From an optimization exercise on the open Yosys and OpenROAD flow, aimed at small area, a short achievable clock period and few clock cycles; shortcuts taken in it are not production practice. Function was checked by simulation only, so behaviour that the tests miss may differ from the original. No activity file was given, so power comes from the tool's default toggle rates.

==> flow/design.v (excerpt) <==
module sctp_enc (
    input  wire        clk,
    input  wire        rst,
    input  wire        cmd_valid,
    output wire        cmd_ready,
    input  wire [3:0]  cmd_op,
    input  wire [63:0] cmd_arg,
    input  wire [3:0]  cmd_cnt,
    input  wire        cmd_last,
    output wire        out_valid,
    input  wire        out_ready,
    output wire [63:0] out_data,
    output wire [3:0]  out_cnt,
    output wire        out_last,
    output wire        out_fault
);
    reg [143:0] A;           
    reg [4:0]   k;           
    reg         last_pend;   
    reg         fault_pend;  
    reg         faulted;     
    reg         ev;          
    reg  [87:0] eS;          
    reg         e_leb;       
    reg  [3:0]  enb;         
    reg         elast;       
    reg         efault;      
    reg         ov;          
    reg         ol;          
    reg         rfree;       
    reg         rtake;       
    reg         rx;          
    reg  [2:0]  off;         
    assign out_valid = ov;
    assign out_last  = ol;
    assign out_cnt   = {!ol | k[3], k[2:0] & {3{ol}}};
    assign out_data  = A[63:0];
    assign out_fault = fault_pend;
  ...
Size in the first run: roughly 240 flip-flops, about 150 I/O pins.
==> flow/config.mk <==
export PLATFORM = sky130hd
export DESIGN_NAME = sctp_enc
export DESIGN_NICKNAME = sctp_enc
export VERILOG_FILES = /design/flow/design.v
export SDC_FILE = /design/flow/constraint.sdc
export NUM_CORES = 4
export LEC_CHECK = 0
export CAP_MARGIN = 20
export CORE_MARGIN = 2
export CORE_UTILIZATION = 40
export PLACE_DENSITY = 0.68
export SETUP_SLACK_MARGIN = 1.9
export SLEW_MARGIN = 20
==> flow/constraint.sdc <==
create_clock -name core_clock -period 4.5 [get_ports {clk}]
set_input_delay 0.9000 -clock core_clock [delete_from_list [all_inputs] [get_ports {clk}]]
set_output_delay 0.9000 -clock core_clock [all_outputs]
set_load 0.01 [all_outputs]
standard.sh (not shown) runs the stock make flow with config.mk's settings and CLKGATE_MAP_FILE= SYNTH_SCRIPT=/design/flow/synth_recipe.tcl, a recipe that flattens the netlist after the stock synthesis.
==> flow/flow/run.sh <==
#!/bin/bash
# Standard ORFS flow, with the ports buffered by buf_1 cells and the clock
# tree built without dummy loads.
export BUFFER_PORTS_ARGS="-buffer_cell sky130_fd_sc_hd__buf_1"
export CTS_ARGS="-sink_clustering_enable -repair_clock_nets -dont_use_dummy_load -sink_clustering_size 28 -sink_clustering_max_diameter 70"
bash standard.sh > standard.log 2>&1
The starting point produced a clean layout.
Testbench counts at the start, summed over its fixed seeds: cycles 15,241.
Next try:
--- a/flow/config.mk
+++ b/flow/config.mk
@@ -9,4 +9,3 @@
 export CORE_MARGIN = 2
-export CORE_UTILIZATION = 40
-export PLACE_DENSITY = 0.68
+export CORE_UTILIZATION = 55
 export SETUP_SLACK_MARGIN = 1.9
Effect: Final cell count drops by a few percent; flip-flop and latch count does not change; sequential share of layout area went up by 0.55 points; die area went down by a quarter to a third; clock power increases by a few percent.
Next try:
--- a/flow/config.mk
+++ b/flow/config.mk
@@ -9,4 +9,5 @@
 export CORE_MARGIN = 2
-export CORE_UTILIZATION = 55
-export SETUP_SLACK_MARGIN = 1.9
+export CORE_UTILIZATION = 40
+export SETUP_SLACK_MARGIN = 2.0
 export SLEW_MARGIN = 20
+export TNS_END_PERCENT = 20
After rerunning: The changed run completed without violations. Count of clock-buffer cells in the layout falls by 1. Worst setup slack is about the same. Flip-flop and latch count stays the same. Non-clock buffer count shrinks by 5. Global-route usage fell by 8.0 points. Worst hold slack improves by 0.011 ns. Total power shrinks slightly. Routed wire length rose slightly. Final cell count climbs by a few percent. First-iteration DRC count fell by a few percent.
Next try:
--- a/flow/config.mk
+++ b/flow/config.mk
@@ -10,4 +10,3 @@
 export CORE_UTILIZATION = 40
-export SETUP_SLACK_MARGIN = 2.0
+export SETUP_SLACK_MARGIN = 1.9
 export SLEW_MARGIN = 20
-export TNS_END_PERCENT = 20
The changed run finished with timing, DRC and antenna clean.
Utilization goes up by 0.42 points.
Fmax goes up by about 3%.
Register-to-register slack is better by 0.07 ns.
Hold slack barely changes.
Combinational power is about the same.
Via count came out higher by about 0.8%.
Worst setup slack gains 0.073 ns.
Area after synthesis does not change.
Global-route usage stays flat.

* * *

Another version of the RTL of sctp_enc (not shown whole).
Size: roughly 240 flip-flops, roughly 150 I/O pins, roughly 14,000 sq um of cells after synthesis.
Settings: LEC_CHECK=0, CAP_MARGIN=20, CORE_MARGIN=2, CORE_UTILIZATION=40, SETUP_SLACK_MARGIN=2.2, SLEW_MARGIN=20; clock period 4.5 ns.
==> flow/flow/run.sh <==
#!/bin/bash
# Standard ORFS flow, with the ports buffered by buf_1 cells and the clock
# tree built without dummy loads.
export BUFFER_PORTS_ARGS="-buffer_cell sky130_fd_sc_hd__buf_1"
export CTS_ARGS="-sink_clustering_enable -repair_clock_nets -dont_use_dummy_load"
bash standard.sh > standard.log 2>&1
The baseline completed with no timing, DRC or antenna violations.
Testbench counts at the start, summed over its fixed seeds: cycles 15,241.
Next try:
==> flow/flow/run.sh (replaced) <==
#!/bin/bash
# Standard ORFS flow, with the ports buffered by buf_1 cells and the clock
# tree built without dummy loads.
export BUFFER_PORTS_ARGS="-buffer_cell sky130_fd_sc_hd__buf_1"
export CTS_ARGS="-sink_clustering_enable -repair_clock_nets -dont_use_dummy_load -sink_clustering_size 28 -sink_clustering_max_diameter 70"
bash standard.sh > standard.log 2>&1
- SETUP_SLACK_MARGIN: 2.2 -> 2.0
What happened: Utilization came out lower by 1.3 points; final area shrinks by a few percent; non-clock buffer count fell by 6; global-route usage is about the same; clock-buffer cell count went down by 9; hold slack improved by 7.0 ps; via count went down slightly.
Next try:
==> flow/flow/run.sh (replaced) <==
#!/bin/bash
# Standard ORFS flow, with the ports buffered by buf_1 cells.
export BUFFER_PORTS_ARGS="-buffer_cell sky130_fd_sc_hd__buf_1"
bash standard.sh > standard.log 2>&1
- SETUP_SLACK_MARGIN: 2.0 -> 2.8
What happened: Final cell count goes up by about 10%. Clock power goes up by 53%. Combinational power goes up by about 70%. Die area stays the same. Wire length goes up by 24%. Design area goes up by about 33%. Count of clock-buffer cells in the layout goes up by 13.
Next try:
==> flow/flow/run.sh (replaced) <==
#!/bin/bash
# Standard ORFS flow, with the ports buffered by buf_1 cells and the clock
# tree built without dummy loads.
export BUFFER_PORTS_ARGS="-buffer_cell sky130_fd_sc_hd__buf_1"
export CTS_ARGS="-sink_clustering_enable -repair_clock_nets -dont_use_dummy_load -sink_clustering_size 28 -sink_clustering_max_diameter 70"
bash standard.sh > standard.log 2>&1
- SETUP_SLACK_MARGIN: 2.8 -> 1.8
The changed run passed the timing, design-rule and antenna checks.
First-iteration DRC count shrinks by 25%.
Combinational power shrinks by 43%.
Sequential share of layout area grows by 13 points.

-- re-timing with driven ports --
No port has a modelled driver above. Below, the same layouts with a new extraction and two added sets of constraints.
Step 1 sets driving cells, clkbuf_16 on the clock port and buf_2 on the other inputs (assumed; they add their load-dependent delay and slew).
Step 2, shift: input delay + t, output delay - t, t = (earliest + latest rising clock arrival at the registers) / 2. This alone moves slack from input paths to output paths.
Slacks: no drivers / after step 1 / after step 2; pairs: no drivers / after step 1.
| run | t, ns | slack for setup (ns) | clock arrival spread, ns |
|---|---|---|---|
| the first run of note 1 | 0.522 | 1.923 / 1.923 / 1.508 | 0.055 / 0.056 |
| the second run of note 1 | 0.533 | 1.932 / 1.932 / 1.463 | 0.061 / 0.061 |
| the third run of note 1 | 0.526 | 1.929 / 1.929 / 1.479 | 0.061 / 0.061 |
| the fourth run of note 1 | 0.547 | 2.003 / 2.003 / 1.556 | 0.059 / 0.058 |
| the first run of note 2 | 0.562 | 1.958 / 1.958 / 1.546 | 0.022 / 0.023 |
| the second run of note 2 | 0.539 | 1.979 / 1.979 / 1.515 | 0.036 / 0.036 |
| the third run of note 2 | 0.605 | 1.925 / 1.925 / 1.423 | 0.024 / 0.024 |
| the fourth run of note 2 | 0.539 | 1.895 / 1.895 / 1.400 | 0.057 / 0.057 |
After both steps every run listed still meets setup and hold. The setup slack of the third run of note 2, which loses most, moves by 0.000 ns with the drivers and by -0.502 ns with both steps.
